From an optimization exercise on the open Yosys and OpenROAD flow, aimed at small area; shortcuts taken in it are not production practice. Only simulation tests tie the RTL to the original design; equivalence was not proved. Power figures rest on the tool's default switching activity, not on a simulated workload.

## run 4
==> flow/design.v (excerpt) <==
module dscpi_core (
    input  wire         clk,
    input  wire         rst_n,
    input  wire         tick,
    input  wire         latch,
    input  wire [3:0]   q,
    input  wire         offhook,
    input  wire         hw_fault,
    output wire [1:0]   tone_class,
    output wire         tone_en,
    output wire [15:0]  tone_on,
    output wire [15:0]  tone_range,
    input  wire         cmd_valid,
    input  wire [1:0]   cmd_op,
    input  wire [7:0]   cmd_arg,
    input  wire [127:0] cmd_frame,
    output reg          rsp_valid,
    output wire [1:0]   rsp_code,
    output wire [158:0] status
);
    localparam [2:0] LS_IDLE  = 3'd0,
                     LS_AWAIT = 3'd1,
                     LS_HS    = 3'd2,
                     LS_RX    = 3'd3,
                     LS_ACK   = 3'd4;
    localparam [4:0] C_ERROR = 5'h1F;    
    function [4:0] code_of_q;
        input [3:0] r;
        begin
            case (r)
                4'd0:    code_of_q = 5'h04;             
                4'd10:   code_of_q = 5'h10;             
                4'd11:   code_of_q = 5'h1A;             
                4'd12:   code_of_q = 5'h1B;             
  ...
For scale: ~1300 cells after synthesis, about 210 flip-flops, about 350 I/O pins.
==> flow/config.mk <==
export PLATFORM = sky130hd
export DESIGN_NAME = dscpi_core
export DESIGN_NICKNAME = dscpi_core
export VERILOG_FILES = /design/flow/design.v
export SDC_FILE = /design/flow/constraint.sdc
export NUM_CORES = 4
export LEC_CHECK = 0
export CAP_MARGIN = 20
export CORE_MARGIN = 2
export CORE_UTILIZATION = 65
export CTS_BUF_LIST = sky130_fd_sc_hd__clkbuf_16
export CTS_CLUSTER_DIAMETER = 60
export CTS_CLUSTER_SIZE = 20
export SLEW_MARGIN = 20
==> flow/constraint.sdc <==
create_clock -name core_clock -period 20.0 [get_ports {clk}]
set_input_delay 4.0000 -clock core_clock [delete_from_list [all_inputs] [get_ports {clk}]]
set_output_delay 4.0000 -clock core_clock [all_outputs]
set_load 0.01 [all_outputs]
standard.sh (not shown) runs the stock make flow with config.mk's settings and CLKGATE_MAP_FILE= SYNTH_SCRIPT=/design/flow/synth_recipe.tcl, a recipe that flattens the netlist after the stock synthesis.
==> flow/flow/run.sh <==
#!/bin/bash
# The standard layout (the standard.sh, standard synthesis included),
# with the smallest buffer cell as the port buffers.
set -euo pipefail
bash standard.sh "BUFFER_PORTS_ARGS=-buffer_cell sky130_fd_sc_hd__buf_1" \
    finish > make_finish.log 2>&1
Changes in run 1 relative to run 4:
--- a/flow/design.v
+++ b/flow/design.v
@@ -17,39 +17,39 @@
     output reg          rsp_valid,
     output wire [1:0]   rsp_code,
     output wire [158:0] status
 );
     localparam [2:0] LS_IDLE  = 3'd0,
                      LS_AWAIT = 3'd1,
                      LS_HS    = 3'd2,
                      LS_RX    = 3'd3,
                      LS_ACK   = 3'd4;
-    localparam [4:0] C_ERROR = 5'h1F;    
+    localparam [4:0] C_ERROR = 5'h00;    
     function [4:0] code_of_q;
         input [3:0] r;
         begin
             case (r)
-                4'd0:    code_of_q = 5'h04;             
-                4'd10:   code_of_q = 5'h10;             
-                4'd11:   code_of_q = 5'h1A;             
-                4'd12:   code_of_q = 5'h1B;             
-                4'd13:   code_of_q = 5'h01;             
-                4'd14:   code_of_q = 5'h02;             
-                4'd15:   code_of_q = 5'h03;             
-                default: code_of_q = {1'b1, r};         
+                4'd0:    code_of_q = 5'h1B;             
+                4'd10:   code_of_q = 5'h0F;             
+                4'd11:   code_of_q = 5'h05;             
+                4'd12:   code_of_q = 5'h04;             
+                4'd13:   code_of_q = 5'h1E;             
+                4'd14:   code_of_q = 5'h1D;             
+                4'd15:   code_of_q = 5'h1C;             
+                default: code_of_q = {1'b0, ~r};        
             endcase
         end
     endfunction
     function [7:0] byte_of_code;
         input [4:0] cs;
         reg [4:0] c;
         begin
-            c = {~cs[4], cs[3:0]};
+            c = {cs[4], ~cs[3:0]};
             byte_of_code = {1'b0, c[4], ~c[4],
                             ~c[4] & ~(c[3] & ~c[2] & c[1]),
                             c[3] & ~(~c[2] & c[1] & c[0]),
                             c[2:0]};
         end
     endfunction
     function byte_sym;
         input [7:0] b;
         begin
@@ -58,23 +58,23 @@
                        (b[7:4] == 4'h2 && b[3:0] == 4'h3) ||
                        (b[7:4] == 4'h4 && !b[3] &&
                         (b[2] ? b[1:0] == 2'b00 : b[1:0] != 2'b00));
         end
     endfunction
     function [4:0] code_of_byte;
         input [7:0] b;
         input       ok;
         begin
-            code_of_byte = {!(b[7:4] == 4'h4 && ok),
-                            b[3] | ~ok | (b[7:4] == 4'h2 && !b[3]),
-                            b[2] | ~ok,
-                            b[1] | ~ok,
-                            b[0] | ~ok};
+            code_of_byte = {b[7:4] == 4'h4 && ok,
+                            ~(b[3] | (b[7:4] == 4'h2 && !b[3])) & ok,
+                            ~b[2] & ok,
+                            ~b[1] & ok,
+                            ~b[0] & ok};
         end
     endfunction
     function [3:0] weight_of_byte;
         input [7:0] b;
         reg z;
         begin
             z = b[3:0] == 4'h0;
             weight_of_byte = {~b[4] | b[3] | z,
                               b[6] | (b[4] ? b[2] : b[0]),
@@ -264,19 +264,19 @@
     wire cmd_changed = c_inj ||
                        (c_rst && (t_ls != LS_IDLE || t_err0 || err1_t || t_err3)) ||
                        (c_dbg && dbg_new != debug_level);
     always @(posedge clk) begin
         latch_q <= latch;
     end
     wire lf_tick = rst_n && t_fin && !c_inj;
     always @(posedge clk) begin
         if (!rst_n || c_inj || t_fin)
-            last_frame <= inj_code & ({80{!lf_tick}} | {cs_code, fa_buf});
+            last_frame <= inj_code | ({80{lf_tick}} & {cs_code, fa_buf});
     end
     always @(posedge clk) begin
         {t_hi, t_lo} <= n_timer;
         if (sample) begin
             fa_buf <= {cs_code, fa_buf[74:5]};
             ck_sum <= smp_sum;
             ck_all <= smp_all;
         end
         if (latch && !latch_q)
[summary]
Sort run 1 and run 4 by fraction of the mapped netlist area in compound gates, ascending, and run 1 comes first.
Side by side, count of nets after finishing turned out higher in run 1 than in run 4.
Sort run 1 and run 4 by sequential power share, ascending, and run 4 comes first.
Going from run 4 to run 1, area of all placed cells without fillers grows by 1.3%.
Relative to run 4, the average wire per cell in the routed design measured on run 1 has decreased by a few percent.
Die area | run 1 below run 4
On utilization: between run 1 and run 4, it ends up higher for run 1.
Compared with run 4, run 1 shows a worst stage delay on the critical path that is 0.22 ns lower.
Vertical extent of the die: run 1 lower than run 4
On critical path depth: between run 1 and run 4, it ends up lower for run 4.

what the ideal ports hide:
The flow's constraints put no driver on any port. The routed layouts listed below were extracted and timed again, unchanged, in two steps. Step 1 (the two cells are an assumption about what drives the block):
set clk [get_ports {clk}]
set_driving_cell -lib_cell sky130_fd_sc_hd__clkbuf_16 $clk
set_driving_cell -lib_cell sky130_fd_sc_hd__buf_2 [delete_from_list [all_inputs] $clk]
Step 2, shift: input delay + t, output delay - t, t = (earliest + latest rising clock arrival at the registers) / 2. This alone moves slack from input paths to output paths. Slacks: ideal / step 1 / step 2; pairs: ideal / step 1.
run	shift t [ns]	slack for setup (ns)	worst setup path after step 2
run 4	0.535	10.314 / 10.330 / 9.795	input to register
run 1	0.536	11.302 / 11.327 / 10.792	input to register
After both steps every run listed still meets setup and hold. For run 4, which loses most, drivers alone change the setup slack by +0.016 ns; drivers and shift together by -0.519 ns.
